Context: an optimization exercise on an open-source flow, tuned for small area, a short achievable clock period and few clock cycles per item. The choices shown serve that exercise and are no tape-out recipe.
Function was checked by simulation only, so behaviour that the tests miss may differ from the original.
Power and IR drop assume default switching activity.

`flow/config.mk`:
```
export PLATFORM = sky130hd
export DESIGN_NAME = oqpsk_mod
export DESIGN_NICKNAME = oqpsk_mod
export VERILOG_FILES = /design/flow/design.v
export SDC_FILE = /design/flow/constraint.sdc
export NUM_CORES = 4
export LEC_CHECK = 0
export CAP_MARGIN = 20
export CORE_MARGIN = 2
export CORE_UTILIZATION = 40
export SLEW_MARGIN = 20
```
`flow/flow/run.sh`:
```
#!/bin/bash
# The standard layout, with these changes:
#  - ports are buffered with buf_2 cells (the default picks a slow delay cell);
#  - clock tree synthesis does not add dummy loads and clusters up to 24
#    sinks per clkbuf_16.
set -euo pipefail
export BUFFER_PORTS_ARGS="-buffer_cell sky130_fd_sc_hd__buf_2"
export CTS_ARGS="-sink_clustering_enable -repair_clock_nets -dont_use_dummy_load -buf_list sky130_fd_sc_hd__clkbuf_16 -sink_clustering_size 24 -sink_clustering_max_diameter 120"
bash standard.sh > standard.log 2>&1
```
`flow/design.v`:
```
module amp_mul_s1 (
    input  wire [31:0] t,
    output wire [25:0] ra,       
    output wire [25:0] rb,
    output wire        cin,      
    output wire        shl,      
    output wire [7:0]  ebase     
);
    wire [7:0]  et  = t[30:23];
    wire [23:0] m   = {(et != 8'd0), t[22:0]};
    wire        top = (m > 24'hB504F3);
    wire        big = (et[7:1] != 7'd0);             
    assign shl   = !top && big;
    assign ebase = top ? et - 8'd1 : (big ? et - 8'd2 : 8'd0);
    wire [47:0] a, b;
    amp_csa u_csa (.m(m), .nshl(!shl), .ra(a), .rb(b));
    wire [22:0] lo = {1'b0, a[21:0]} + {1'b0, b[21:0]};
    assign cin = lo[22];
    assign ra  = a[47:22];
    assign rb  = b[47:22];
endmodule
module amp_mul_s2 (
    input  wire [25:0] ra,
    input  wire [25:0] rb,
    input  wire        cin,
    input  wire        shl,
    input  wire [7:0]  ebase,
    output wire [30:0] y         
);
    wire [25:0] p = ra + rb + {25'd0, cin};          
    wire [24:0] x = shl ? p[25:1] : {1'b0, p[25:2]};
    assign y = {ebase + {6'd0, x[24:23]}, x[22:0]};
endmodule
module amp_csa (
    input  wire [23:0] m,
    input  wire        nshl,
    output wire [47:0] ra,
    output wire [47:0] rb
);
    wire [23:0] mn = ~m;
    wire hs0 = mn[0] ^ mn[2];
    wire hc0 = mn[0] & mn[2];
    wire fs1 = mn[1] ^ mn[3] ^ m[5];
    wire fc1 = (mn[1] & mn[3]) | (mn[1] & m[5]) | (mn[3] & m[5]);
    wire fs2 = m[0] ^ mn[2] ^ mn[4];
    wire fc2 = (m[0] & mn[2]) | (m[0] & mn[4]) | (mn[2] & mn[4]);
    wire fs3 = m[1] ^ mn[3] ^ mn[5];
    wire fc3 = (m[1] & mn[3]) | (m[1] & mn[5]) | (mn[3] & mn[5]);
    wire hs4 = m[2] ^ mn[4];
    wire hc4 = m[2] & mn[4];
    wire hs5 = m[3] ^ mn[5];
    wire hc5 = m[3] & mn[5];
    wire hs6 = m[0] ^ m[2];
    wire hc6 = m[0] & m[2];
    wire fs7 = m[1] ^ m[3] ^ m[9];
    wire fc7 = (m[1] & m[3]) | (m[1] & m[9]) | (m[3] & m[9]);
    wire fs8 = mn[0] ^ m[2] ^ m[4];
    wire fc8 = (mn[0] & m[2]) | (mn[0] & m[4]) | (m[2] & m[4]);
    wire fs9 = m[10] ^ m[12] ^ mn[16];
    wire fc9 = (m[10] & m[12]) | (m[10] & mn[16]) | (m[12] & mn[16]);
    wire fs10 = mn[1] ^ m[3] ^ m[5];
    wire fc10 = (mn[1] & m[3]) | (mn[1] & m[5]) | (m[3] & m[5]);
    wire fs11 = m[11] ^ m[13] ^ mn[17];
    wire fc11 = (m[11] & m[13]) | (m[11] & mn[17]) | (m[13] & mn[17]);
    wire fs12 = m[4] ^ m[6] ^ m[12];
    wire fc12 = (m[4] & m[6]) | (m[4] & m[12]) | (m[6] & m[12]);
    wire fs13 = m[14] ^ mn[18] ^ m[20];
    wire fc13 = (m[14] & mn[18]) | (m[14] & m[20]) | (mn[18] & m[20]);
    wire hs14 = mn[22] ^ hs0;
    wire hc14 = mn[22] & hs0;
    wire fs15 = m[7] ^ m[13] ^ m[15];
    wire fc15 = (m[7] & m[13]) | (m[7] & m[15]) | (m[13] & m[15]);
    wire fs16 = mn[19] ^ m[21] ^ 1'b1;
    wire fc16 = (mn[19] & m[21]) | (mn[19] & 1'b1) | (m[21] & 1'b1);
    wire fs17 = hc0 ^ fs1 ^ mn[23];
    wire fc17 = (hc0 & fs1) | (hc0 & mn[23]) | (fs1 & mn[23]);
    wire fs18 = m[6] ^ m[8] ^ m[14];
    wire fc18 = (m[6] & m[8]) | (m[6] & m[14]) | (m[8] & m[14]);
    wire fs19 = m[16] ^ mn[20] ^ m[22];
    wire fc19 = (m[16] & mn[20]) | (m[16] & m[22]) | (mn[20] & m[22]);
    wire fs20 = 1'b1 ^ fc1 ^ fs2;
    wire fc20 = (1'b1 & fc1) | (1'b1 & fs2) | (fc1 & fs2);
    wire fs21 = m[7] ^ m[9] ^ m[15];
    wire fc21 = (m[7] & m[9]) | (m[7] & m[15]) | (m[9] & m[15]);
    wire fs22 = m[17] ^ mn[21] ^ 1'b1;
    wire fc22 = (m[17] & mn[21]) | (m[17] & 1'b1) | (mn[21] & 1'b1);
    wire fs23 = fc2 ^ fs3 ^ m[23];
    wire fc23 = (fc2 & fs3) | (fc2 & m[23]) | (fs3 & m[23]);
    wire fs24 = mn[6] ^ m[8] ^ m[10];
    wire fc24 = (mn[6] & m[8]) | (mn[6] & m[10]) | (m[8] & m[10]);
    wire fs25 = m[16] ^ m[18] ^ mn[22];
    wire fc25 = (m[16] & m[18]) | (m[16] & mn[22]) | (m[18] & mn[22]);
    wire fs26 = 1'b1 ^ fc3 ^ hs4;
    wire fc26 = (1'b1 & fc3) | (1'b1 & hs4) | (fc3 & hs4);
    wire fs27 = mn[7] ^ m[9] ^ m[11];
    wire fc27 = (mn[7] & m[9]) | (mn[7] & m[11]) | (m[9] & m[11]);
    wire fs28 = m[17] ^ m[19] ^ 1'b1;
    wire fc28 = (m[17] & m[19]) | (m[17] & 1'b1) | (m[19] & 1'b1);
    wire fs29 = hc4 ^ hs5 ^ mn[23];
    wire fc29 = (hc4 & hs5) | (hc4 & mn[23]) | (hs5 & mn[23]);
    wire fs30 = m[4] ^ mn[6] ^ mn[8];
    wire fc30 = (m[4] & mn[6]) | (m[4] & mn[8]) | (mn[6] & mn[8]);
    wire fs31 = m[10] ^ m[12] ^ m[18];
    wire fc31 = (m[10] & m[12]) | (m[10] & m[18]) | (m[12] & m[18]);
    wire hs32 = m[20] ^ hc5;
    wire hc32 = m[20] & hc5;
    wire fs33 = m[5] ^ mn[7] ^ mn[9];
    wire fc33 = (m[5] & mn[7]) | (m[5] & mn[9]) | (mn[7] & mn[9]);
    wire fs34 = m[11] ^ m[13] ^ m[19];
    wire fc34 = (m[11] & m[13]) | (m[11] & m[19]) | (m[13] & m[19]);
    wire hs35 = m[21] ^ 1'b1;
    wire hc35 = m[21] & 1'b1;
    wire fs36 = m[6] ^ mn[8] ^ mn[10];
    wire fc36 = (m[6] & mn[8]) | (m[6] & mn[10]) | (mn[8] & mn[10]);
    wire fs37 = m[12] ^ m[14] ^ m[20];
    wire fc37 = (m[12] & m[14]) | (m[12] & m[20]) | (m[14] & m[20]);
    wire hs38 = m[22] ^ 1'b1;
    wire hc38 = m[22] & 1'b1;
    wire fs39 = m[7] ^ mn[9] ^ mn[11];
    wire fc39 = (m[7] & mn[9]) | (m[7] & mn[11]) | (mn[9] & mn[11]);
    wire fs40 = m[13] ^ m[15] ^ m[21];
    wire fc40 = (m[13] & m[15]) | (m[13] & m[21]) | (m[15] & m[21]);
    wire hs41 = 1'b1 ^ m[23];
    wire hc41 = 1'b1 & m[23];
    wire fs42 = m[8] ^ mn[10] ^ mn[12];
    wire fc42 = (m[8] & mn[10]) | (m[8] & mn[12]) | (mn[10] & mn[12]);
    wire fs43 = m[14] ^ m[16] ^ m[22];
    wire fc43 = (m[14] & m[16]) | (m[14] & m[22]) | (m[16] & m[22]);
    wire fs44 = m[9] ^ mn[11] ^ mn[13];
    wire fc44 = (m[9] & mn[11]) | (m[9] & mn[13]) | (mn[11] & mn[13]);
    wire hs45 = m[15] ^ m[17];
    wire hc45 = m[15] & m[17];
    wire fs46 = m[10] ^ mn[12] ^ mn[14];
    wire fc46 = (m[10] & mn[12]) | (m[10] & mn[14]) | (mn[12] & mn[14]);
    wire hs47 = m[11] ^ mn[13];
    wire hc47 = m[11] & mn[13];
    wire hs48 = m[12] ^ mn[14];
    wire hc48 = m[12] & mn[14];
    wire hs49 = m[13] ^ mn[15];
    wire hc49 = m[13] & mn[15];
    wire hs50 = m[14] ^ mn[16];
    wire hc50 = m[14] & mn[16];
    wire hs51 = m[15] ^ mn[17];
    wire hc51 = m[15] & mn[17];
    wire hs52 = m[0] ^ m[2];
    wire hc52 = m[0] & m[2];
    wire fs53 = m[1] ^ m[3] ^ mn[7];
    wire fc53 = (m[1] & m[3]) | (m[1] & mn[7]) | (m[3] & mn[7]);
    wire fs54 = m[2] ^ m[4] ^ mn[8];
    wire fc54 = (m[2] & m[4]) | (m[2] & mn[8]) | (m[4] & mn[8]);
    wire fs55 = m[3] ^ m[5] ^ mn[9];
    wire fc55 = (m[3] & m[5]) | (m[3] & mn[9]) | (m[5] & mn[9]);
    wire fs56 = m[4] ^ m[6] ^ mn[10];
    wire fc56 = (m[4] & m[6]) | (m[4] & mn[10]) | (m[6] & mn[10]);
    wire fs57 = m[5] ^ m[7] ^ mn[11];
    wire fc57 = (m[5] & m[7]) | (m[5] & mn[11]) | (m[7] & mn[11]);
    wire fs58 = m[0] ^ m[6] ^ m[8];
    wire fc58 = (m[0] & m[6]) | (m[0] & m[8]) | (m[6] & m[8]);
    wire hs59 = mn[12] ^ m[14];
    wire hc59 = mn[12] & m[14];
    wire fs60 = m[1] ^ m[7] ^ m[9];
    wire fc60 = (m[1] & m[7]) | (m[1] & m[9]) | (m[7] & m[9]);
    wire fs61 = mn[13] ^ m[15] ^ mn[17];
    wire fc61 = (mn[13] & m[15]) | (mn[13] & mn[17]) | (m[15] & mn[17]);
    wire fs62 = m[8] ^ m[10] ^ mn[14];
    wire fc62 = (m[8] & m[10]) | (m[8] & mn[14]) | (m[10] & mn[14]);
    wire fs63 = m[16] ^ mn[18] ^ hs6;
    wire fc63 = (m[16] & mn[18]) | (m[16] & hs6) | (mn[18] & hs6);
    wire fs64 = m[11] ^ mn[15] ^ m[17];
    wire fc64 = (m[11] & mn[15]) | (m[11] & m[17]) | (mn[15] & m[17]);
    wire fs65 = mn[19] ^ hc6 ^ fs7;
    wire fc65 = (mn[19] & hc6) | (mn[19] & fs7) | (hc6 & fs7);
    wire fs66 = m[18] ^ mn[20] ^ 1'b1;
    wire fc66 = (m[18] & mn[20]) | (m[18] & 1'b1) | (mn[20] & 1'b1);
    wire fs67 = fc7 ^ fs8 ^ fs9;
    wire fc67 = (fc7 & fs8) | (fc7 & fs9) | (fs8 & fs9);
    wire fs68 = m[19] ^ mn[21] ^ fc8;
    wire fc68 = (m[19] & mn[21]) | (m[19] & fc8) | (mn[21] & fc8);
    wire fs69 = fc9 ^ fs10 ^ fs11;
    wire fc69 = (fc9 & fs10) | (fc9 & fs11) | (fs10 & fs11);
    wire fs70 = fc10 ^ fc11 ^ fs12;
    wire fc70 = (fc10 & fc11) | (fc10 & fs12) | (fc11 & fs12);
    wire fs71 = fs13 ^ hs14 ^ nshl;
    wire fc71 = (fs13 & hs14) | (fs13 & nshl) | (hs14 & nshl);
    wire fs72 = fc12 ^ fc13 ^ hc14;
    wire fc72 = (fc12 & fc13) | (fc12 & hc14) | (fc13 & hc14);
    wire fs73 = fs15 ^ fs16 ^ fs17;
    wire fc73 = (fs15 & fs16) | (fs15 & fs17) | (fs16 & fs17);
    wire fs74 = fc15 ^ fc16 ^ fc17;
    wire fc74 = (fc15 & fc16) | (fc15 & fc17) | (fc16 & fc17);
    wire fs75 = fs18 ^ fs19 ^ fs20;
    wire fc75 = (fs18 & fs19) | (fs18 & fs20) | (fs19 & fs20);
    wire fs76 = fc18 ^ fc19 ^ fc20;
    wire fc76 = (fc18 & fc19) | (fc18 & fc20) | (fc19 & fc20);
    wire fs77 = fs21 ^ fs22 ^ fs23;
    wire fc77 = (fs21 & fs22) | (fs21 & fs23) | (fs22 & fs23);
    wire fs78 = fc21 ^ fc22 ^ fc23;
    wire fc78 = (fc21 & fc22) | (fc21 & fc23) | (fc22 & fc23);
    wire fs79 = fs24 ^ fs25 ^ fs26;
    wire fc79 = (fs24 & fs25) | (fs24 & fs26) | (fs25 & fs26);
    wire fs80 = fc24 ^ fc25 ^ fc26;
    wire fc80 = (fc24 & fc25) | (fc24 & fc26) | (fc25 & fc26);
    wire fs81 = fs27 ^ fs28 ^ fs29;
    wire fc81 = (fs27 & fs28) | (fs27 & fs29) | (fs28 & fs29);
    wire fs82 = fc27 ^ fc28 ^ fc29;
    wire fc82 = (fc27 & fc28) | (fc27 & fc29) | (fc28 & fc29);
    wire fs83 = fs30 ^ fs31 ^ hs32;
    wire fc83 = (fs30 & fs31) | (fs30 & hs32) | (fs31 & hs32);
    wire fs84 = fc30 ^ fc31 ^ hc32;
    wire fc84 = (fc30 & fc31) | (fc30 & hc32) | (fc31 & hc32);
    wire fs85 = fs33 ^ fs34 ^ hs35;
    wire fc85 = (fs33 & fs34) | (fs33 & hs35) | (fs34 & hs35);
    wire fs86 = fc33 ^ fc34 ^ hc35;
    wire fc86 = (fc33 & fc34) | (fc33 & hc35) | (fc34 & hc35);
    wire fs87 = fs36 ^ fs37 ^ hs38;
    wire fc87 = (fs36 & fs37) | (fs36 & hs38) | (fs37 & hs38);
    wire fs88 = fc36 ^ fc37 ^ hc38;
    wire fc88 = (fc36 & fc37) | (fc36 & hc38) | (fc37 & hc38);
    wire fs89 = fs39 ^ fs40 ^ hs41;
    wire fc89 = (fs39 & fs40) | (fs39 & hs41) | (fs40 & hs41);
    wire fs90 = 1'b1 ^ fc39 ^ fc40;
    wire fc90 = (1'b1 & fc39) | (1'b1 & fc40) | (fc39 & fc40);
    wire fs91 = hc41 ^ fs42 ^ fs43;
    wire fc91 = (hc41 & fs42) | (hc41 & fs43) | (fs42 & fs43);
    wire fs92 = 1'b1 ^ fc42 ^ fc43;
    wire fc92 = (1'b1 & fc42) | (1'b1 & fc43) | (fc42 & fc43);
    wire fs93 = fs44 ^ hs45 ^ m[23];
    wire fc93 = (fs44 & hs45) | (fs44 & m[23]) | (hs45 & m[23]);
    wire fs94 = m[16] ^ m[18] ^ 1'b1;
    wire fc94 = (m[16] & m[18]) | (m[16] & 1'b1) | (m[18] & 1'b1);
    wire fs95 = fc44 ^ hc45 ^ fs46;
    wire fc95 = (fc44 & hc45) | (fc44 & fs46) | (hc45 & fs46);
    wire fs96 = mn[15] ^ m[17] ^ m[19];
    wire fc96 = (mn[15] & m[17]) | (mn[15] & m[19]) | (m[17] & m[19]);
    wire fs97 = 1'b1 ^ fc46 ^ hs47;
    wire fc97 = (1'b1 & fc46) | (1'b1 & hs47) | (fc46 & hs47);
    wire fs98 = mn[16] ^ m[18] ^ m[20];
    wire fc98 = (mn[16] & m[18]) | (mn[16] & m[20]) | (m[18] & m[20]);
    wire fs99 = 1'b1 ^ hc47 ^ hs48;
    wire fc99 = (1'b1 & hc47) | (1'b1 & hs48) | (hc47 & hs48);
    wire fs100 = mn[17] ^ m[19] ^ m[21];
    wire fc100 = (mn[17] & m[19]) | (mn[17] & m[21]) | (m[19] & m[21]);
    wire fs101 = 1'b1 ^ hc48 ^ hs49;
    wire fc101 = (1'b1 & hc48) | (1'b1 & hs49) | (hc48 & hs49);
    wire fs102 = mn[18] ^ m[20] ^ m[22];
    wire fc102 = (mn[18] & m[20]) | (mn[18] & m[22]) | (m[20] & m[22]);
    wire fs103 = 1'b1 ^ hc49 ^ hs50;
    wire fc103 = (1'b1 & hc49) | (1'b1 & hs50) | (hc49 & hs50);
    wire fs104 = mn[19] ^ m[21] ^ 1'b1;
    wire fc104 = (mn[19] & m[21]) | (mn[19] & 1'b1) | (m[21] & 1'b1);
    wire fs105 = hc50 ^ hs51 ^ m[23];
    wire fc105 = (hc50 & hs51) | (hc50 & m[23]) | (hs51 & m[23]);
    wire fs106 = m[16] ^ mn[18] ^ mn[20];
    wire fc106 = (m[16] & mn[18]) | (m[16] & mn[20]) | (mn[18] & mn[20]);
    wire fs107 = m[22] ^ 1'b1 ^ hc51;
    wire fc107 = (m[22] & 1'b1) | (m[22] & hc51) | (1'b1 & hc51);
    wire fs108 = m[17] ^ mn[19] ^ mn[21];
    wire fc108 = (m[17] & mn[19]) | (m[17] & mn[21]) | (mn[19] & mn[21]);
    wire hs109 = 1'b1 ^ m[23];
    wire hc109 = 1'b1 & m[23];
    wire fs110 = m[18] ^ mn[20] ^ mn[22];
    wire fc110 = (m[18] & mn[20]) | (m[18] & mn[22]) | (mn[20] & mn[22]);
    wire hs111 = m[19] ^ mn[21];
    wire hc111 = m[19] & mn[21];
    wire hs112 = mn[0] ^ m[2];
    wire hc112 = mn[0] & m[2];
    wire hs113 = mn[1] ^ m[3];
    wire hc113 = mn[1] & m[3];
    wire hs114 = mn[2] ^ m[4];
    wire hc114 = mn[2] & m[4];
    wire hs115 = mn[3] ^ m[5];
    wire hc115 = mn[3] & m[5];
    wire fs116 = m[0] ^ mn[4] ^ m[6];
    wire fc116 = (m[0] & mn[4]) | (m[0] & m[6]) | (mn[4] & m[6]);
    wire fs117 = m[1] ^ mn[5] ^ m[7];
    wire fc117 = (m[1] & mn[5]) | (m[1] & m[7]) | (mn[5] & m[7]);
    wire fs118 = mn[6] ^ m[8] ^ mn[10];
    wire fc118 = (mn[6] & m[8]) | (mn[6] & mn[10]) | (m[8] & mn[10]);
    wire fs119 = m[9] ^ mn[11] ^ hc52;
    wire fc119 = (m[9] & mn[11]) | (m[9] & hc52) | (mn[11] & hc52);
    wire fs120 = m[10] ^ mn[12] ^ fc53;
    wire fc120 = (m[10] & mn[12]) | (m[10] & fc53) | (mn[12] & fc53);
    wire fs121 = m[11] ^ mn[13] ^ fc54;
    wire fc121 = (m[11] & mn[13]) | (m[11] & fc54) | (mn[13] & fc54);
    wire fs122 = m[12] ^ mn[14] ^ fc55;
    wire fc122 = (m[12] & mn[14]) | (m[12] & fc55) | (mn[14] & fc55);
    wire fs123 = m[13] ^ mn[15] ^ fc56;
    wire fc123 = (m[13] & mn[15]) | (m[13] & fc56) | (mn[15] & fc56);
    wire fs124 = mn[16] ^ fc57 ^ fs58;
    wire fc124 = (mn[16] & fc57) | (mn[16] & fs58) | (fc57 & fs58);
    wire fs125 = fc58 ^ hc59 ^ fs60;
    wire fc125 = (fc58 & hc59) | (fc58 & fs60) | (hc59 & fs60);
    wire fs126 = fc60 ^ fc61 ^ fs62;
    wire fc126 = (fc60 & fc61) | (fc60 & fs62) | (fc61 & fs62);
    wire fs127 = fc62 ^ fc63 ^ fs64;
    wire fc127 = (fc62 & fc63) | (fc62 & fs64) | (fc63 & fs64);
    wire fs128 = fc64 ^ fc65 ^ fs66;
    wire fc128 = (fc64 & fc65) | (fc64 & fs66) | (fc65 & fs66);
    wire fs129 = fc66 ^ fc67 ^ fs68;
    wire fc129 = (fc66 & fc67) | (fc66 & fs68) | (fc67 & fs68);
    wire fs130 = fc68 ^ fc69 ^ fs70;
    wire fc130 = (fc68 & fc69) | (fc68 & fs70) | (fc69 & fs70);
    wire fs131 = fc70 ^ fc71 ^ fs72;
    wire fc131 = (fc70 & fc71) | (fc70 & fs72) | (fc71 & fs72);
    wire fs132 = fc72 ^ fc73 ^ fs74;
    wire fc132 = (fc72 & fc73) | (fc72 & fs74) | (fc73 & fs74);
    wire fs133 = fc74 ^ fc75 ^ fs76;
    wire fc133 = (fc74 & fc75) | (fc74 & fs76) | (fc75 & fs76);
    wire fs134 = fc76 ^ fc77 ^ fs78;
    wire fc134 = (fc76 & fc77) | (fc76 & fs78) | (fc77 & fs78);
    wire fs135 = fc78 ^ fc79 ^ fs80;
    wire fc135 = (fc78 & fc79) | (fc78 & fs80) | (fc79 & fs80);
    wire fs136 = fc80 ^ fc81 ^ fs82;
    wire fc136 = (fc80 & fc81) | (fc80 & fs82) | (fc81 & fs82);
    wire fs137 = fc82 ^ fc83 ^ fs84;
    wire fc137 = (fc82 & fc83) | (fc82 & fs84) | (fc83 & fs84);
    wire fs138 = fc84 ^ fc85 ^ fs86;
    wire fc138 = (fc84 & fc85) | (fc84 & fs86) | (fc85 & fs86);
    wire fs139 = fc86 ^ fc87 ^ fs88;
    wire fc139 = (fc86 & fc87) | (fc86 & fs88) | (fc87 & fs88);
    wire fs140 = fc88 ^ fc89 ^ fs90;
    wire fc140 = (fc88 & fc89) | (fc88 & fs90) | (fc89 & fs90);
    wire fs141 = fc90 ^ fc91 ^ fs92;
    wire fc141 = (fc90 & fc91) | (fc90 & fs92) | (fc91 & fs92);
    wire fs142 = fc92 ^ fc93 ^ fs94;
    wire fc142 = (fc92 & fc93) | (fc92 & fs94) | (fc93 & fs94);
    wire fs143 = fc94 ^ fc95 ^ fs96;
    wire fc143 = (fc94 & fc95) | (fc94 & fs96) | (fc95 & fs96);
    wire fs144 = fc96 ^ fc97 ^ fs98;
    wire fc144 = (fc96 & fc97) | (fc96 & fs98) | (fc97 & fs98);
    wire fs145 = fc98 ^ fc99 ^ fs100;
    wire fc145 = (fc98 & fc99) | (fc98 & fs100) | (fc99 & fs100);
    wire fs146 = fc100 ^ fc101 ^ fs102;
    wire fc146 = (fc100 & fc101) | (fc100 & fs102) | (fc101 & fs102);
    wire fs147 = fc102 ^ fc103 ^ fs104;
    wire fc147 = (fc102 & fc103) | (fc102 & fs104) | (fc103 & fs104);
    wire fs148 = fc104 ^ fc105 ^ fs106;
    wire fc148 = (fc104 & fc105) | (fc104 & fs106) | (fc105 & fs106);
    wire fs149 = fc106 ^ fc107 ^ fs108;
    wire fc149 = (fc106 & fc107) | (fc106 & fs108) | (fc107 & fs108);
    wire fs150 = 1'b1 ^ fc108 ^ hc109;
    wire fc150 = (1'b1 & fc108) | (1'b1 & hc109) | (fc108 & hc109);
    wire fs151 = 1'b1 ^ fc110 ^ hs111;
    wire fc151 = (1'b1 & fc110) | (1'b1 & hs111) | (fc110 & hs111);
    wire hs152 = m[20] ^ mn[22];
    wire hc152 = m[20] & mn[22];
    wire hs153 = m[21] ^ 1'b1;
    wire hc153 = m[21] & 1'b1;
    wire hs154 = mn[4] ^ 1'b1;
    wire hc154 = mn[4] & 1'b1;
    wire fs155 = mn[5] ^ hc112 ^ hs113;
    wire fc155 = (mn[5] & hc112) | (mn[5] & hs113) | (hc112 & hs113);
    wire fs156 = mn[6] ^ hc113 ^ hs114;
    wire fc156 = (mn[6] & hc113) | (mn[6] & hs114) | (hc113 & hs114);
    wire fs157 = mn[7] ^ hc114 ^ hs115;
    wire fc157 = (mn[7] & hc114) | (mn[7] & hs115) | (hc114 & hs115);
    wire fs158 = mn[8] ^ hc115 ^ fs116;
    wire fc158 = (mn[8] & hc115) | (mn[8] & fs116) | (hc115 & fs116);
    wire fs159 = mn[9] ^ fc116 ^ fs117;
    wire fc159 = (mn[9] & fc116) | (mn[9] & fs117) | (fc116 & fs117);
    wire fs160 = hs52 ^ fc117 ^ fs118;
    wire fc160 = (hs52 & fc117) | (hs52 & fs118) | (fc117 & fs118);
    wire fs161 = fs53 ^ fc118 ^ fs119;
    wire fc161 = (fs53 & fc118) | (fs53 & fs119) | (fc118 & fs119);
    wire fs162 = fs54 ^ fc119 ^ fs120;
    wire fc162 = (fs54 & fc119) | (fs54 & fs120) | (fc119 & fs120);
    wire fs163 = fs55 ^ fc120 ^ fs121;
    wire fc163 = (fs55 & fc120) | (fs55 & fs121) | (fc120 & fs121);
    wire fs164 = fs56 ^ fc121 ^ fs122;
    wire fc164 = (fs56 & fc121) | (fs56 & fs122) | (fc121 & fs122);
    wire fs165 = fs57 ^ fc122 ^ fs123;
    wire fc165 = (fs57 & fc122) | (fs57 & fs123) | (fc122 & fs123);
    wire fs166 = hs59 ^ fc123 ^ fs124;
    wire fc166 = (hs59 & fc123) | (hs59 & fs124) | (fc123 & fs124);
    wire fs167 = fs61 ^ fc124 ^ fs125;
    wire fc167 = (fs61 & fc124) | (fs61 & fs125) | (fc124 & fs125);
    wire fs168 = fs63 ^ fc125 ^ fs126;
    wire fc168 = (fs63 & fc125) | (fs63 & fs126) | (fc125 & fs126);
    wire fs169 = fs65 ^ fc126 ^ fs127;
    wire fc169 = (fs65 & fc126) | (fs65 & fs127) | (fc126 & fs127);
    wire fs170 = fs67 ^ fc127 ^ fs128;
    wire fc170 = (fs67 & fc127) | (fs67 & fs128) | (fc127 & fs128);
    wire fs171 = fs69 ^ fc128 ^ fs129;
    wire fc171 = (fs69 & fc128) | (fs69 & fs129) | (fc128 & fs129);
    wire fs172 = fs71 ^ fc129 ^ fs130;
    wire fc172 = (fs71 & fc129) | (fs71 & fs130) | (fc129 & fs130);
    wire fs173 = fs73 ^ fc130 ^ fs131;
    wire fc173 = (fs73 & fc130) | (fs73 & fs131) | (fc130 & fs131);
    wire fs174 = fs75 ^ fc131 ^ fs132;
    wire fc174 = (fs75 & fc131) | (fs75 & fs132) | (fc131 & fs132);
    wire fs175 = fs77 ^ fc132 ^ fs133;
    wire fc175 = (fs77 & fc132) | (fs77 & fs133) | (fc132 & fs133);
    wire fs176 = fs79 ^ fc133 ^ fs134;
    wire fc176 = (fs79 & fc133) | (fs79 & fs134) | (fc133 & fs134);
    wire fs177 = fs81 ^ fc134 ^ fs135;
    wire fc177 = (fs81 & fc134) | (fs81 & fs135) | (fc134 & fs135);
    wire fs178 = fs83 ^ fc135 ^ fs136;
    wire fc178 = (fs83 & fc135) | (fs83 & fs136) | (fc135 & fs136);
    wire fs179 = fs85 ^ fc136 ^ fs137;
    wire fc179 = (fs85 & fc136) | (fs85 & fs137) | (fc136 & fs137);
    wire fs180 = fs87 ^ fc137 ^ fs138;
    wire fc180 = (fs87 & fc137) | (fs87 & fs138) | (fc137 & fs138);
    wire fs181 = fs89 ^ fc138 ^ fs139;
    wire fc181 = (fs89 & fc138) | (fs89 & fs139) | (fc138 & fs139);
    wire fs182 = fs91 ^ fc139 ^ fs140;
    wire fc182 = (fs91 & fc139) | (fs91 & fs140) | (fc139 & fs140);
    wire fs183 = fs93 ^ fc140 ^ fs141;
    wire fc183 = (fs93 & fc140) | (fs93 & fs141) | (fc140 & fs141);
    wire fs184 = fs95 ^ fc141 ^ fs142;
    wire fc184 = (fs95 & fc141) | (fs95 & fs142) | (fc141 & fs142);
    wire fs185 = fs97 ^ fc142 ^ fs143;
    wire fc185 = (fs97 & fc142) | (fs97 & fs143) | (fc142 & fs143);
    wire fs186 = fs99 ^ fc143 ^ fs144;
    wire fc186 = (fs99 & fc143) | (fs99 & fs144) | (fc143 & fs144);
    wire fs187 = fs101 ^ fc144 ^ fs145;
    wire fc187 = (fs101 & fc144) | (fs101 & fs145) | (fc144 & fs145);
    wire fs188 = fs103 ^ fc145 ^ fs146;
    wire fc188 = (fs103 & fc145) | (fs103 & fs146) | (fc145 & fs146);
    wire fs189 = fs105 ^ fc146 ^ fs147;
    wire fc189 = (fs105 & fc146) | (fs105 & fs147) | (fc146 & fs147);
    wire fs190 = fs107 ^ fc147 ^ fs148;
    wire fc190 = (fs107 & fc147) | (fs107 & fs148) | (fc147 & fs148);
    wire fs191 = hs109 ^ fc148 ^ fs149;
    wire fc191 = (hs109 & fc148) | (hs109 & fs149) | (fc148 & fs149);
    wire fs192 = fs110 ^ fc149 ^ fs150;
    wire fc192 = (fs110 & fc149) | (fs110 & fs150) | (fc149 & fs150);
    wire fs193 = fc150 ^ fs151 ^ mn[23];
    wire fc193 = (fc150 & fs151) | (fc150 & mn[23]) | (fs151 & mn[23]);
    wire fs194 = hc111 ^ fc151 ^ hs152;
    wire fc194 = (hc111 & fc151) | (hc111 & hs152) | (fc151 & hs152);
    wire fs195 = hc152 ^ hs153 ^ mn[23];
    wire fc195 = (hc152 & hs153) | (hc152 & mn[23]) | (hs153 & mn[23]);
    wire hs196 = m[22] ^ hc153;
    wire hc196 = m[22] & hc153;
    wire hs197 = 1'b1 ^ m[23];
    wire hc197 = 1'b1 & m[23];
    assign ra = {hc196, fc195, fc194, fc193, fc192, fc191, fc190, fc189, fc188, fc187, fc186, fc185, fc184, fc183, fc182, fc181, fc180, fc179, fc178, fc177, fc176, fc175, fc174, fc173, fc172, fc171, fc170, fc169, fc168, fc167, fc166, fc165, fc164, fc163, fc162, fc161, fc160, fc159, fc158, fc157, fc156, fc155, hc154, hs112, m[1], m[0], mn[1], mn[0]};
    assign rb = {hs197, hs196, fs195, fs194, fs193, fs192, fs191, fs190, fs189, fs188, fs187, fs186, fs185, fs184, fs183, fs182, fs181, fs180, fs179, fs178, fs177, fs176, fs175, fs174, fs173, fs172, fs171, fs170, fs169, fs168, fs167, fs166, fs165, fs164, fs163, fs162, fs161, fs160, fs159, fs158, fs157, fs156, fs155, hs154, mn[3], mn[2], 1'b0, 1'b1};
endmodule
module oqpsk_mod (
    input  wire        clk,
    input  wire        rst,
    input  wire        cmd_valid,
    output wire        cmd_ready,
    input  wire [1:0]  cmd_op,
    input  wire [7:0]  cmd_arg,
    input  wire [31:0] cmd_data,
    output reg         out_valid,
    input  wire        out_ready,
    output reg  [31:0] out_i,
    output reg  [31:0] out_q
);
    localparam        NTAPS   = 24;
    localparam [1:0] OP_CONFIG = 2'd0;
    localparam [1:0] OP_TAP    = 2'd1;
    localparam [1:0] OP_BYTE   = 2'd2;
    reg        r_v;
    reg [1:0]  r_op;
    reg [7:0]  r_arg;
    reg [31:0] r_data;
    reg        rdy;
    assign cmd_ready = rdy;
    wire acc = cmd_valid && rdy;
    reg [3:0]  s_m1;         
    reg [3:0]  h;            
    reg [2:0]  rot;
    reg [2:0]  rot_a;        
    reg [2:0]  rot_b;        
    reg        busy;
    reg [7:0]  sym;          
    reg [1:0]  pair;
    reg [3:0]  k;            
    reg [4:0]  kq;           
    reg [3:0]  e_sm1;        
    reg [3:0]  e_h;          
    reg [31:0] ring_0 [0:7];
    reg [31:0] ring_1 [0:7];
    reg [31:0] ring_2 [0:7];
    wire adv       = !out_valid || out_ready;
    wire last_k    = (k == e_sm1);
    wire last_pair = (pair == 2'd3);
    wire r_byte  = (r_op == OP_BYTE);
    wire r_tap   = (r_op == OP_TAP);
    wire r_tapw  = r_tap && (r_arg < NTAPS);
    reg        s1_v;
    wire [4:0] e_top = {1'b0, e_sm1} + {1'b0, e_h};
    wire tap_safe = !busy || (last_pair && ({1'b0, k} > r_arg[4:0]))
                          || (r_arg[4:0] > e_top);
    function aligned(input [2:0] r, input [4:0] j);
        aligned = (r == j[2:0]);
    endfunction
    wire tap_go   = tap_safe && aligned(rot_a, r_arg[4:0]);
    wire start_c = r_v && r_byte && (!busy || last_k && last_pair);
    wire en_e    = !busy || adv;                     
    wire start   = start_c && en_e;
    wire r_cons  = r_byte ? start : (!r_tapw || tap_go);
    wire       r_cons_c = r_byte ? (r_v && !busy) : (!r_tapw || tap_go);
    wire no_start  = !(r_v && r_byte);
    wire idle_pred = !busy && no_start;
    function sure(input [1:0] op, input [7:0] arg);
        sure = (op == OP_CONFIG) || (op == 2'd3) ||
               (op == OP_TAP && !(arg < NTAPS)) ||
               (op == OP_BYTE && idle_pred) ||
               (op == OP_TAP && no_start && aligned(rot_b, arg[4:0]) &&
                (!busy || (last_pair && ({1'b0, k} > arg[4:0])) || (arg[4:0] > e_top)));
    endfunction
    wire r_free   = !r_v || r_cons_c;
    wire sure_cmd = sure(cmd_op, cmd_arg);
    wire sure_r   = !(r_v && !r_cons_c) || sure(r_op, r_arg);
    wire rdy_d = acc ? sure_cmd : sure_r;
    wire [25:0] m_ra, m_rb;
    wire        m_cin;
    wire        m_shl;
    wire [7:0]  m_eb;
    amp_mul_s1 u_s1 (.t(r_data), .ra(m_ra), .rb(m_rb), .cin(m_cin),
                     .shl(m_shl), .ebase(m_eb));
    reg [1:0]  s1_b;             
    reg        s1_sgn;
    reg        s1_shl;
    reg [7:0]  s1_eb;
    reg [25:0] s1_ra, s1_rb;
    reg        s1_cin;
    wire [30:0] m_y;
    amp_mul_s2 u_s2 (.ra(s1_ra), .rb(s1_rb), .cin(s1_cin), .shl(s1_shl),
                     .ebase(s1_eb), .y(m_y));
    wire [31:0] w_word = {s1_sgn, m_y};
    integer p;
    always @(posedge clk) begin
        s1_b   <= r_arg[4:3];
        s1_sgn <= r_data[31];
        s1_shl <= m_shl;
        s1_eb  <= m_eb;
        s1_ra  <= m_ra;
        s1_rb  <= m_rb;
        s1_cin <= m_cin;
        for (p = 0; p < 7; p = p + 1) begin
            ring_0[p] <= ring_0[p + 1];
            ring_1[p] <= ring_1[p + 1];
            ring_2[p] <= ring_2[p + 1];
        end
        ring_0[7] <= (s1_v && s1_b == 2'd0) ? w_word : ring_0[0];
        ring_1[7] <= (s1_v && s1_b == 2'd1) ? w_word : ring_1[0];
        ring_2[7] <= (s1_v && s1_b[1])      ? w_word : ring_2[0];
    end
    wire ineg = sym[7] ^ sym[6];
    wire qneg = sym[7];
    wire [2:0] pos_i = k[2:0] - rot;
    wire [2:0] pos_q = kq[2:0] - rot;
    wire [7:0] oh_i  = 8'd1 << pos_i;
    wire [7:0] oh_q  = 8'd1 << pos_q;
    wire [7:0] sel_i0 = k[3] ? 8'd0 : oh_i;
    wire [7:0] sel_i1 = k[3] ? oh_i : 8'd0;
    wire [7:0] sel_q0 = (kq[4:3] == 2'd0) ? oh_q : 8'd0;
    wire [7:0] sel_q1 = (kq[4:3] == 2'd1) ? oh_q : 8'd0;
    wire [7:0] sel_q2 = kq[4] ? oh_q : 8'd0;
    reg  [31:0] pi, pq;
    always @* begin
        pi = 32'd0;
        pq = 32'd0;
        for (p = 0; p < 8; p = p + 1) begin
            pi = pi | ({32{sel_i0[p]}} & ring_0[p]) | ({32{sel_i1[p]}} & ring_1[p]);
            pq = pq | ({32{sel_q0[p]}} & ring_0[p]) | ({32{sel_q1[p]}} & ring_1[p])
                    | ({32{sel_q2[p]}} & ring_2[p]);
        end
    end
    always @(posedge clk) begin
        if (r_free) begin
            r_op   <= cmd_op;
            r_arg  <= cmd_arg;
            r_data <= cmd_data;
        end
        if (r_v && r_op == OP_CONFIG) begin
            s_m1 <= r_arg[3:0];
            h    <= ({1'b0, r_arg[3:0]} + 5'd1) >> 1;
        end
        if (busy && adv) begin
            out_i <= {pi[31] ^ ineg, pi[30:0]};
            out_q <= {pq[31] ^ qneg, pq[30:0]};
        end
        if (en_e) begin
            if (start_c) begin
                e_sm1 <= s_m1;
                e_h   <= h;
                sym   <= r_arg;
                pair  <= 2'd0;
                k     <= 4'd0;
                kq    <= {1'b0, h};
            end else if (busy) begin
                if (last_k) begin
                    k    <= 4'd0;
                    kq   <= {1'b0, e_h};
                    pair <= pair + 2'd1;
                    sym  <= {sym[5:0], 2'b00};
                end else begin
                    k    <= k + 4'd1;
                    kq   <= kq + 5'd1;
                end
            end
        end
    end
    always @(posedge clk) begin
        if (rst) begin
            r_v       <= 1'b0;
            rdy       <= 1'b1;
            busy      <= 1'b0;
            out_valid <= 1'b0;
            s1_v      <= 1'b0;
            rot       <= 3'd0;
            rot_a     <= 3'd1;
            rot_b     <= 3'd2;
        end else begin
            r_v   <= acc || (r_v && !r_cons);
            rdy   <= rdy_d;
            s1_v  <= r_v && r_tapw && tap_go;
            rot   <= rot + 3'd1;
            rot_a <= rot_a + 3'd1;
            rot_b <= rot_b + 3'd1;
            if (en_e)
                busy <= start_c || (busy && !(last_k && last_pair));
            out_valid <= busy || (out_valid && !out_ready);
        end
    end
endmodule
```
`flow/constraint.sdc`:
```
create_clock -name core_clock -period 22.0 [get_ports {clk}]
set_input_delay 4.4000 -clock core_clock [delete_from_list [all_inputs] [get_ports {clk}]]
set_output_delay 4.4000 -clock core_clock [all_outputs]
set_load 0.01 [all_outputs]
```
`flow/standard.sh`:
```
#!/bin/bash
# synth_recipe.tcl (not shown) runs the flow's synth.tcl, then flattens the netlist and writes it again
# the make line also repeats each setting of config.mk as NAME=value (left out here)
make -C /OpenROAD-flow-scripts/flow DESIGN_CONFIG=/design/flow/config.mk WORK_HOME=/design/flow/orfs CLKGATE_MAP_FILE= SYNTH_SCRIPT=/design/flow/synth_recipe.tcl "${@:-finish}"
```
==> results of run 1 <==
==> power breakdown <==
part / leakage (nW) / total [mW] / internal, mW / switching, mW
Clock: 0.592 / 0.954 / 0.390 / 0.564
Combinational: 7.01 / 1.00 / 0.318 / 0.687
Sequential: 8.21 / 1.93 / 1.89 / 0.0387
==> worst reg2reg max path, cell delays in order, from the launching register on <==
cell	delay, ns
dfxtp_1	0.31
ha_1	0.28
a21oi_1	0.28
inv_1	0.10
fa_1	0.44
a211oi_2	0.33
o211ai_1	0.24
a21oi_2	0.32
o21ai_2	0.13
a221oi_1	0.33
xnor2_1	0.19
nand2_1	0.07
o21ai_0	0.11
ha_1	0.20
inv_1	0.06
fa_1	0.42
nor2b_1	0.33
nand2_1	0.12
xor2_1	0.44
o21ai_0	0.16
==> kinds of logic (layout without fill, tap and decap cells) <==
| group | after synthesis | count (layout) | share of synthesized area, % |
|---|---|---|---|
| fa+ha+maj | 283 | 283 | 12.4 |
| xor+xnor | 61 | 61 | 1.46 |
| flops | 988 | 988 | 56.3 |
| buf+inv | 396 | 449 | 4.20 |
| compound gates | 902 | 902 | 18.3 |
| other cells | 0 | 2 | 0 |
| simple gates | 492 | 492 | 6.41 |
| mux | 30 | 30 | 0.838 |
==> routing by layer <==
metal | share of wire (%) | wire length, um
met1 | 43 | 50900
met2 | 44 | 52500
met3 | 9.6 | 11500
met4 | 3.6 | 4320
met5 | 0 | 0
==> area by class of cell <==
type	count	area (sq um)
tap	1254	1570
antenna	2	5.00
fill	8630	52300
timing repair buffer	159	916
clock buffer	48	1200
sequential	988	21200
multi-input combinational	1768	15100
inverter	242	908
==> synthesized netlist by cell type, types with 7 or more instances <==
cell	count	area share [%]
a21o_1	13	0.26
a21oi_1	39	0.52
a221oi_1	196	4.6
a22o_1	195	4.5
a22oi_1	255	5.1
and3_1	8	0.13
buf_1	7	0.070
buf_2	58	0.77
clkbuf_1	84	0.84
dfxtp_1	847	45
edfxtp_1	141	11
fa_1	150	8.0
ha_1	133	4.4
inv_1	242	2.4
mux2_2	11	0.33
mux2i_1	18	0.48
nand2_1	145	1.4
nand2b_1	13	0.22
nand3_1	48	0.64
nand4_1	101	1.7
nor2_1	114	1.1
nor2b_1	15	0.25
nor3_1	10	0.13
o211ai_1	11	0.22
o21a_1	13	0.26
o21ai_0	114	1.5
o21ai_1	12	0.16
o31ai_1	12	0.24
xnor2_1	37	0.86
xor2_1	23	0.54
==> per-stage QoR <==
| step | hold slack, ns | total power, mW | cells | setup WS (ns) | area [sq um] |
|---|---|---|---|---|---|
| floorplan | 0.323 | 2.59 | 3152 | 14.18 | 37600 |
| global placement | 0.333 | 2.95 | 4411 | 15.62 | 39700 |
| detailed placement | 0.336 | 2.96 | 4411 | 15.57 | 39700 |
| CTS | 0.331 | 3.90 | 4459 | 16.24 | 40900 |
| global route | 0.339 | 4.07 | 4459 | 16.17 | 40900 |
| finish | 0.319 | 3.89 | 4461 | 16.29 | 40900 |
==> how the worst max path moves through the flow <==
stage	startpoint	end	slack (ns)	depth (start not counted)
floorplan	out_ready	out_i[0]$_DFFE_PP_	14.18	2
global placement	out_ready	out_q[18]$_DFFE_PP_	15.62	4
detailed placement	out_ready	out_i[6]$_DFFE_PP_	15.57	4
CTS	out_ready	out_i[6]$_DFFE_PP_	16.24	4
global route	out_ready	out_i[6]$_DFFE_PP_	16.17	4
finish	out_ready	out_i[6]$_DFFE_PP_	16.29	4
==> flip-flops by register name, indices dropped and copies added, names as in the netlist, 5 cells and up <==
| name | cells |
|---|---|
| out_q | 32 |
| r_data | 32 |
| s1_rb | 26 |
| sym | 8 |
| kq | 5 |
| s1_eb | 8 |
| s1_ra | 26 |
| out_i | 32 |
| ring_1 | 256 |
| ring_0 | 256 |
| ring_2 | 256 |
| r_arg | 8 |
==> summary.md, run 1 <==
| Metric | Value |
|---|---|
| Unrepaired setup endpoints after global routing | no |
| DRC | 0 |
| Setup repair bufs after CTS | 0 |
| Clock Skew | 0.0520 ns |
| Router iterations before antenna repair | 5 |
| Max-Cap Viols | 0 |
| Commonest non-fill, non-tap cell in the layout | dfxtp_1 |
| Vias after detailed routing | 26500 |
| Worst reg2reg path startpoint | s1_ra[0]$_DFF_P_ |
| Worst slew margin | 33.0% |
| Antenna violations before repair | 0 |
| GP Congestion | 0.851 |
| Total GRT Usage | 24.1% |
| Clock-pin slew on the worst setup and hold paths | 0.10 ns |
| Synthesized flop and latch total | 988 |
| Largest net degree at the start of global routing | 65 |
| Num rows | 112 |
| Post-route clock period utilization | 25.9% |
| CTS Sinks | 988 |
| Hold endpoint | ring_2[1][13]$_DFF_P_ |
| Port Buffers | 111 |
| Mean Syn Cell Area | 11.9 sq um |
| Synth Warn # | 4 |
| Hpwl dp | 69000 um |
| Most frequent cells in the layout | dfxtp_1, a22oi_1, inv_1, a221oi_1, a22o_1 |
| EDFF count, synth | 141 |
| Worst vdd rail ir drop | 0.0673 mV |
| Buffers and inverters on the worst path | 2 |
| Setup total negative slack | 0 ns |
| Area Overhead vs Synth | 8.86% |
| Tmin final | 5.71 ns |
| Synth cell types | 67 |
| Slew Viols, Final | 0 |
| Synthesized area | 0.0376 sq mm |
| Die height | 311 um |
| Fmax | 175 MHz |
| Max FO, Critical Path | 44 |
| Leakage power | 15.8 nW |
| Total core area | 0.0932 sq mm |
| Wire per inst | 26.7 um |
| Family with the most delay on the worst path | simple AND/OR/NAND/NOR gates |
| Ys async rst share | 0% |
| Share of layout cells above drive strength 1 | 8.74% |
| CTS resizes | 0 |
| Worst hold start | ring_2[2][13]$_DFF_P_ |
| Reg2reg path depth | 19 |
| Vias/cell | 5.93 |
| Crit path capture type | flop |
| Die width | 311 um |
| Crit path launch type | input pin |
| H-tree levels | 2 |
| Fin. Hold Viols | 0 |
| CP max-delay cell | nor2b_4 |
| CP max stage delay | 0.66 ns |
| CTS tree | yes |
| R2R Setup Slk | 17.03 ns |
| Sequential cell area fraction in the yosys report | 56.3% |
| Top FF cell, synth | dfxtp_1 |
| Final core utilization | 43.9% |
| Overflow after GRT | 0 |
| Worst Hold Path Cells | 0 |
| Root Buffer | clkbuf_16 |
| Initial Util | 40.4% |
| Met2 Use GR | 36.9% |
| Initial drt markers | 3440 |
| Gr busiest metal | met2 |
| RR Endpoint | ring_0[7][27]$_DFF_P_ |
| Hold crit path type | flop to flop |
| Power Density | 94.9 mW/mm^2 |
| GR Layer Usage met1 | 33.7% |
| CTS Buffer Depth | 3 |
| Setup Viol. Count Final | 0 |
| Vias in the first global route | 26200 |
| First-pass GRT wire length | 175000 um |
| Worst Max-Slew Pin Slew | 0.979 ns |
| Mapped Nets | 3481 |
| Worst Path Required | 22.26 ns |
| Post-CTS Hold Buffers | 0 |
| Arrival time at the worst endpoint | 5.96 ns |
| TritonCTS Buffers | 48 |
| Met3 Usage GRT | 4.76% |
| Die ar. | 0.0965 sq mm |
| Status | complete, no violations |
| Nets@finish | 3536 |
| # IOs | 112 |
| Drt total wl | 119000 um |
| Gate Count Post-Synth | 3152 |
| ANT nets after route | 0 |
| Worst-Skew Late Latency | 0.62 ns |
| Crit path kind | input pin to flop |
| Cells along the critical path | buf_2 > nor2b_1 > nor2b_4 > buf_4 |
Testbench counts, summed over its fixed seeds: cycles 87,959, items 86,016.
==> run 2: changes to the inputs <==
==> flow/flow/run.sh (replaced) <==
#!/bin/bash
# The standard layout (the standard.sh, whole), with these changes:
#  - ports are buffered with buf_2 cells (the default picks a slow delay cell);
#  - clock tree synthesis does not add dummy loads and clusters up to 24
#    sinks per clkbuf_16;
#  - timing repair aims for 16.5 ns of setup slack (the clock stays 22 ns).
set -euo pipefail
export BUFFER_PORTS_ARGS="-buffer_cell sky130_fd_sc_hd__buf_2"
export CTS_ARGS="-sink_clustering_enable -repair_clock_nets -dont_use_dummy_load -buf_list sky130_fd_sc_hd__clkbuf_16 -sink_clustering_size 24 -sink_clustering_max_diameter 120"
export SETUP_SLACK_MARGIN=16.5
bash standard.sh > standard.log 2>&1
--- a/flow/config.mk
+++ b/flow/config.mk
@@ -7,5 +7,5 @@
 export LEC_CHECK = 0
 export CAP_MARGIN = 20
 export CORE_MARGIN = 2
-export CORE_UTILIZATION = 40
+export CORE_UTILIZATION = 60
 export SLEW_MARGIN = 20
==> summary.md, run 2 <==
| Metric | Value |
|---|---|
| Status | complete, no violations |
| Commonest non-fill, non-tap cell in the layout | dfxtp_1 |
| Unrepaired setup endpoints after global routing | yes |
| Leakage power | 15.8 nW (about the same) |
| Crit path kind | flop to output pin |
| Largest net degree at the start of global routing | 65 (unchanged) |
| Max FO, Critical Path | 1 (-98%) |
| Sequential cell area fraction in the yosys report | 56.3% (unchanged) |
| Total GRT Usage | 36.2% (+12 points) |
| EDFF count, synth | 141 (unchanged) |
| Final Non-Filler Cells | 4045 (-9.3%) |
| Port Buffers | 111 (unchanged) |
| Clock Skew | 0.0899 ns (+0.0380 ns) |
| Post-CTS Hold Buffers | 0 (unchanged) |
| WHS | 0.269 ns (-0.0494 ns) |
| Area leader, netlist | dfxtp_1 |
| Initial Util | 60.8% (+20 points) |
| Synthesized flop and latch total | 988 (unchanged) |
| Setup total negative slack | 0 ns (unchanged) |
| Nets@finish | 3536 (unchanged) |
| Drt total wl | 118000 um (-1.3%) |
| TritonCTS Buffers | 47 (-2.1%) |
| Mean Syn Cell Area | 11.9 sq um (unchanged) |
| Share of layout cells above drive strength 1 | 8.89% (+0.16 points) |
| Die height | 254 um (-18%) |
| Root Buffer | clkbuf_16 |
| Setup Viol. Count Final | 0 (unchanged) |
| CTS tree | yes |
| Worst Hold Path Cells | 0 (unchanged) |
| CP max-delay cell | edfxtp_1 |
| Gate Count Post-Synth | 3152 (unchanged) |
| Most numerous cell in the Yosys netlist | dfxtp_1 |
| Wire per inst | 29.1 um (+8.8%) |
| Die ar. | 0.0647 sq mm (-33%) |
| Family with the most delay on the worst path | flip-flops |
| Crit path capture type | output pin |
| Synthesized area | 0.0376 sq mm (unchanged) |
| Cells along the critical path | buf_2 |
| Power Density | 95.5 mW/mm^2 (+0.60%) |
| Clock-pin slew on the worst setup and hold paths | 0.10 ns (about the same) |
| Placed Cells | 3995 (-9.4%) |
| Top FF cell, synth | dfxtp_1 |
| Fill count | 4844 (-44%) |
| Area Overhead vs Synth | 7.54% |
| Ys async rst share | 0% (unchanged) |
| DRC | 0 (unchanged) |
| Area occupied by multi-input gates | 0.0152 sq mm (+0.13%) |
| Arrival time at the worst endpoint | 1.30 ns (-4.66 ns) |
| Top cells by count, synth | dfxtp_1, a22oi_1, inv_1, a221oi_1, a22o_1 |
| Most frequent cells in the layout | dfxtp_1, a22oi_1, inv_1, a221oi_1, a22o_1 |
| CTS Buffer Depth | 3 (unchanged) |
| Synth cell types | 67 (unchanged) |
| Worst reg2reg path startpoint | s1_ra[0]$_DFF_P_ |
| First-pass GRT wire length | 173000 um (-0.91%) |
| Num rows | 91 (-19%) |
| Setup repair bufs after CTS | 0 (unchanged) |
| Worst hold start | ring_2[1][21]$_DFF_P_ |
| Reg2reg path depth | 19 (unchanged) |
| Vias in the first global route | 27100 (+3.6%) |
| Post-route clock period utilization | 25.9% (about the same) |
| Worst Path Required | 17.60 ns (-4.66 ns) |
| ANT nets after route | 0 (unchanged) |
| Top post-synthesis cells by area | dfxtp_1, edfxtp_1, fa_1, a22oi_1, a221oi_1 |
| Vias/cell | 6.72 (+13%) |
| Router iterations before antenna repair | 7 (+2) |
| FF+latch area | 0.0212 sq mm (about the same) |
| H-tree levels | 2 (unchanged) |
| GP Congestion | 0.931 (+9.4%) |
| # IOs | 112 (unchanged) |
| CP max stage delay | 0.51 ns (-0.15 ns) |
| Die width | 254 um (-18%) |
| Mapped Nets | 3481 (unchanged) |
| Vias after detailed routing | 27200 (+2.7%) |
| Area share of the largest cell type after synthesis | 45.1% (unchanged) |
| Overflow after GRT | 0 (unchanged) |
| Tmin final | 5.70 ns (-0.00260 ns) |
| Initial drt markers | 3906 (+14%) |
| Hpwl dp | 69000 um (about the same) |
| Worst vdd rail ir drop | 0.0671 mV (-0.28%) |
| CTS Sinks | 988 (unchanged) |
| RR Endpoint | ring_1[7][27]$_DFF_P_ |
| Fin. Hold Viols | 0 (unchanged) |
| Fmax | 175 MHz (about the same) |
| Worst-Skew Late Latency | 0.66 ns (+0.04 ns) |
| R2R Setup Slk | 17.18 ns (+0.15 ns) |
| Slew Viols, Final | 0 (unchanged) |
| Total core area | 0.0618 sq mm (-34%) |
| Antenna violations before repair | 3 (+3) |
| Synth Warn # | 4 (unchanged) |
| Hold crit path type | flop to flop |
| CTS resizes | 0 (unchanged) |
| Max-Cap Viols | 0 (unchanged) |
| Worst slew margin | 34.3% (+1.3 points) |
| Largest registers | ring_0 x256, ring_1 x256, ring_2 x256 |
| Buffers and inverters on the worst path | 1 (-1) |
| Hold endpoint | ring_2[0][21]$_DFF_P_ |
| Crit path launch type | flop |
| Worst Max-Slew Pin Slew | 0.986 ns (+0.00623 ns) |
run 2: cell counts after synthesis:
No cell type changed its count.
run 2: how the worst max path moves through the flow:
| stage | cells after the start | to | start |
|---|---|---|---|
| after detailed placement | 4 | out_i[18]$_DFFE_PP_ | out_ready |
| after floorplan | 2 | out_i[0]$_DFFE_PP_ | out_ready |
| final | 1 | out_q[4] | out_q[4]$_DFFE_PP_ |
| after global routing | 1 | out_q[4] | out_q[4]$_DFFE_PP_ |
| after CTS | 1 | out_q[4] | out_q[4]$_DFFE_PP_ |
| after global placement | 4 | out_i[18]$_DFFE_PP_ | out_ready |
run 2: through the flow:
stage          power, mW  cell area, sq um  setup WS (ns)  utilization (%)
4_1_cts             3.85             40400          16.26             65.4
5_1_grt             4.03             40400          16.27             65.4
3_5_place_dp        2.95             39200          15.94             63.5
6_report            3.86             40400          16.30             65.4
2_1_floorplan       2.59             37600          16.19                -
3_3_place_gp        2.93             39200          16.03             63.5
run 2: cell type report:
| cell class | count | area share, % |
|---|---|---|
| inverters | 242 | 2.26 |
| clock buffers | 47 | 2.91 |
| well taps | 837 | 2.59 |
| repair buffers | 160 | 2.31 |
| multi-input cells | 1768 | 37.5 |
| flip-flops and latches | 988 | 52.4 |
| diodes | 3 | 0.0186 |
run 2: report_power, final:
group,switching [mW],internal (mW),total [mW]
Combinational,0.686,0.320,1.01
Clock,0.547,0.382,0.929
Sequential,0.0377,1.89,1.93
Total,1.27,2.59,3.86
run 2: per-layer routing:
layer | global-route usage (%) | up-vias | wire length (um) | share of wire [%]
met2 | 56.7 | 1850 | 52500 | 45
met1 | 48.5 | 13300 | 45600 | 39
met4 | 15.6 | 0 | 5750 | 4.9
li1 | - | 11600 | - | -
met3 | 8.42 | 438 | 13800 | 12
met5 | 0 | - | 0 | 0
run 2: logic make-up (layout without fill, tap and decap cells):
| family | after synthesis | after routing | synth area share (%) |
|---|---|---|---|
| DFF | 988 | 988 | 56.3 |
| AOI/OAI and AO/OA | 902 | 902 | 18.3 |
| and+or+nand+nor | 492 | 492 | 6.41 |
| buffers and inverters | 396 | 449 | 4.20 |
| adders and majority gates | 283 | 283 | 12.4 |
| xor gates and xnor gates | 61 | 61 | 1.46 |
| muxes | 30 | 30 | 0.838 |
| other | 0 | 3 | 0 |
run 2: worst reg2reg max path, stage by stage, from the launching register on:
cell and delay, ns:
dfxtp_1 0.31, ha_1 0.28, a21oi_1 0.24, inv_1 0.09, fa_1 0.44, a211oi_2 0.27, o211ai_1 0.26, a21oi_2 0.36
o21ai_2 0.13, a221oi_1 0.38, xnor2_1 0.21, nand2_1 0.08, o21ai_0 0.10, ha_1 0.20, inv_1 0.06, fa_1 0.43
nor2b_1 0.18, nand2_1 0.09, xor2_1 0.44, o21ai_0 0.18
==> run 3: changes to the inputs <==
--- a/flow/config.mk
+++ b/flow/config.mk
@@ -7,5 +7,6 @@
 export LEC_CHECK = 0
 export CAP_MARGIN = 20
 export CORE_MARGIN = 2
-export CORE_UTILIZATION = 60
+export CORE_UTILIZATION = 40
+export PLACE_DENSITY = 0.8
 export SLEW_MARGIN = 20
==> summary.md, run 3 <==
| Metric | Value |
|---|---|
| Status | complete, no violations |
| Fin. Hold Viols | 0 (unchanged) |
| Synthesized area | 0.0376 sq mm (unchanged) |
| Synthesized flop and latch total | 988 (unchanged) |
| H-tree levels | 2 (unchanged) |
| WHS | 0.305 ns (+0.0355 ns) |
| CP max stage delay | 0.38 ns (-0.13 ns) |
| Vias/cell | 6.14 (-8.6%) |
| Hpwl dp | 67700 um (-1.9%) |
| Mapped Nets | 3481 (unchanged) |
| Synth Area in Compound Gates | 18.3% (unchanged) |
| RR Endpoint | ring_1[7][27]$_DFF_P_ |
| R2R Setup Slk | 17.16 ns (-0.02 ns) |
| Largest family of logic cells by synthesized area | compound AO/OA/AOI/OAI gates |
| Arrival time at the worst endpoint | 1.18 ns (-0.12 ns) |
| Area Overhead vs Synth | 8.99% |
| Clock-pin slew on the worst setup and hold paths | 0.09 ns (about the same) |
| Worst Max-Slew Pin Slew | 1.12 ns (+0.138 ns) |
| CTS Buffer Depth | 3 (unchanged) |
| FF+latch area | 0.0212 sq mm (about the same) |
| Hold crit path type | flop to flop |
| Post-CTS Hold Buffers | 0 (unchanged) |
| Vias after detailed routing | 27400 (+0.75%) |
| Simple-Gate Fraction of Synth Area | 6.41% (unchanged) |
| Slew Viols, Final | 0 (unchanged) |
| Max-Cap Viols | 0 (unchanged) |
| Area share of the largest cell type after synthesis | 45.1% (unchanged) |
| Vias in the first global route | 27000 (-0.49%) |
| Buffers and inverters on the worst path | 1 (unchanged) |
| Die ar. | 0.0965 sq mm (+49%) |
| Worst vdd rail ir drop | 0.0920 mV (+37%) |
| Worst-Skew Late Latency | 0.66 ns (about the same) |
| CP max-delay cell | edfxtp_1 |
| Worst Hold Path Cells | 0 (unchanged) |
| Post-route clock period utilization | 25.4% (-0.57 points) |
| Crit path kind | flop to output pin |
| Synth cell types | 67 (unchanged) |
| Commonest non-fill, non-tap cell in the layout | dfxtp_1 |
| DRC | 0 (unchanged) |
| Share of layout cells above drive strength 1 | 8.86% (-0.028 points) |
| DR WL met3 | 16000 um (+16%) |
| Top FF cell, synth | dfxtp_1 |
| Cells along the critical path | buf_2 |
| # IOs | 112 (unchanged) |
| Largest registers | ring_0 x256, ring_1 x256, ring_2 x256 |
| Family with the most delay on the worst path | flip-flops |
| Fmax | 179 MHz (+2.2%) |
| CTS resizes | 4 (+4) |
| CTS tree | yes |
| Drt total wl | 114000 um (-3.3%) |
| Worst Path Required | 17.60 ns (about the same) |
| Initial Util | 40.4% (-20 points) |
| Die width | 311 um (+22%) |
| Hold endpoint | ring_2[1][0]$_DFF_P_ |
| Crit path capture type | output pin |
| Top Metal Used | met5 |
| Most frequent cells in the layout | dfxtp_1, a22oi_1, inv_1, a221oi_1, a22o_1 |
| Overflow after GRT | 0 (unchanged) |
| Ys async rst share | 0% (unchanged) |
| Sequential cell area fraction in the yosys report | 56.3% (unchanged) |
| EDFF count, synth | 141 (unchanged) |
| Max FO, Critical Path | 1 (unchanged) |
| Leakage power | 15.8 nW (about the same) |
| Num rows | 112 (+23%) |
| Top cells by count, synth | dfxtp_1, a22oi_1, inv_1, a221oi_1, a22o_1 |
| Gate Count Post-Synth | 3152 (unchanged) |
| Largest net degree at the start of global routing | 65 (unchanged) |
| Router iterations before antenna repair | 6 (-1) |
| Unrepaired setup endpoints after global routing | yes |
| Worst reg2reg path startpoint | s1_ra[0]$_DFF_P_ |
| WL met1 | 43100 um (-5.6%) |
| Synth Warn # | 4 (unchanged) |
| Wire per inst | 25.5 um (-12%) |
| XOR/XNOR Fraction of Synth Area | 1.46% (unchanged) |
| Setup Viol. Count Final | 0 (unchanged) |
| Antenna violations before repair | 2 (-1) |
| Fill count | 8377 (+73%) |
| Worst slew margin | 24.3% (-10 points) |
| Tmin final | 5.58 ns (-0.125 ns) |
| Setup total negative slack | 0 ns (unchanged) |
| GP Congestion | 0.907 (-2.6%) |
| Clock Skew | 0.0726 ns (-0.0173 ns) |
| Post-synthesis adder-cell area fraction | 12.4% (unchanged) |
| ANT nets after route | 0 (unchanged) |
| TritonCTS Buffers | 49 (+4.3%) |
| Power Density | 94.8 mW/mm^2 (-0.72%) |
| Area occupied by multi-input gates | 0.0152 sq mm (about the same) |
| Nets@finish | 3535 (-0.028%) |
| Mux contribution to synthesized area | 0.838% (unchanged) |
| Port Buffers | 111 (unchanged) |
| Total core area | 0.0932 sq mm (+51%) |
| Root Buffer | clkbuf_16 |
| Mean Syn Cell Area | 11.9 sq um (unchanged) |
| Initial drt markers | 4284 (+9.7%) |
| Crit path launch type | flop |
| Top post-synthesis cells by area | dfxtp_1, edfxtp_1, fa_1, a22oi_1, a221oi_1 |
| Met2 wire len | 48700 um (-7.3%) |
| CTS Sinks | 988 (unchanged) |
| Total GRT Usage | 22.7% (-14 points) |
| Die height | 311 um (+22%) |
| Area leader, netlist | dfxtp_1 |
| Most numerous cell in the Yosys netlist | dfxtp_1 |
| Reg2reg path depth | 19 (unchanged) |
| First-pass GRT wire length | 168000 um (-2.9%) |
| Setup repair bufs after CTS | 0 (unchanged) |
| Worst hold start | ring_2[2][0]$_DFF_P_ |
[run 3: changes by cell type in the layout (fill, tap and decap cells not counted)]
cell / delta
diode_2: -2
a21oi_1: -1
buf_4: -3
a21oi_2: +1
clkbuf_16: +2
dfxtp_1: +1
dfxtp_2: -1
[run 3: kinds of logic (layout without fill, tap and decap cells)]
family / Yosys count / after routing
other: 0 / 1
multiplexers: 30 / 30
buffers and inverters: 396 / 448
XOR/XNOR: 61 / 61
AO/OA/AOI/OAI: 902 / 902
flip-flops: 988 / 988
adder cells (fa/ha/maj): 283 / 283
AND/OR/NAND/NOR: 492 / 492
[run 3: through the flow]
step | utilization (%) | worst slack (ns) | cells | power [mW] | cell area, sq um
5_1_grt | 44.0 | 16.38 | 4458 | 4.04 | 41000
2_1_floorplan | - | 16.19 | 3152 | 2.59 | 37600
4_1_cts | 44.0 | 16.40 | 4458 | 3.86 | 41000
6_report | 44.0 | 16.42 | 4459 | 3.89 | 41000
3_5_place_dp | 42.6 | 15.76 | 4409 | 2.94 | 39700
3_3_place_gp | 42.6 | 15.80 | 4409 | 2.91 | 39700
[run 3: where the power goes]
| part | internal [mW] | total [mW] | switching (mW) | leakage [nW] |
|---|---|---|---|---|
| clock network | 0.397 | 0.951 | 0.553 | 0.604 |
| logic | 0.321 | 1.01 | 0.687 | 7.00 |
| registers | 1.89 | 1.93 | 0.0393 | 8.21 |
[run 3: worst max path at each step]
stage / endpoint / startpoint / slack, ns / cells past startpoint
floorplan: out_i[0]$_DFFE_PP_ / out_ready / 16.19 / 2
global placement: out_i[18]$_DFFE_PP_ / out_ready / 15.80 / 4
detailed placement: out_i[6]$_DFFE_PP_ / out_ready / 15.76 / 4
CTS: out_i[23] / out_i[23]$_DFFE_PP_ / 16.40 / 1
global route: out_i[23] / out_i[23]$_DFFE_PP_ / 16.38 / 1
finish: out_q[1] / out_q[1]$_DFFE_PP_ / 16.42 / 1
[run 3: layout make-up]
type | count | area share, %
Sequential cell | 988 | 51.7
Multi-Input combinational cell | 1768 | 37.0
Timing Repair Buffer | 157 | 2.22
Inverter | 242 | 2.23
Antenna cell | 1 | 0.00611
Tap cell | 1254 | 3.83
Clock buffer | 49 | 2.99
[run 3: routing by layer]
metal	GRT usage, %	vias up
li1	-	11600
met1	29.9	13100
met2	34.5	2152
met3	6.63	471
met4	10.5	4
met5	0	-

-- afterwards: timing with drivers on the ports --
No port has a modelled driver above. Below, the same layouts with a new extraction and two added sets of constraints.
Step 1 sets driving cells, clkbuf_16 on the clock port and buf_2 on the other inputs (assumed; they add their load-dependent delay and slew).
Step 2, shift: input delay + t, output delay - t, t = (earliest + latest rising clock arrival at the registers) / 2. This alone moves slack from input paths to output paths.
Three values: ideal, step 1, step 2; two values: the first two.
run	t (ns)	slack for setup (ns)	pins driven straight from the clock port
run 1	0.669	16.294 / 16.314 / 15.661	1
run 2	0.677	16.297 / 16.228 / 16.079	1
run 3	0.665	16.422 / 16.364 / 15.954	1
After both steps every run listed still meets setup and hold. The setup slack of run 1, which loses most, moves by +0.020 ns with the drivers and by -0.633 ns with both steps.
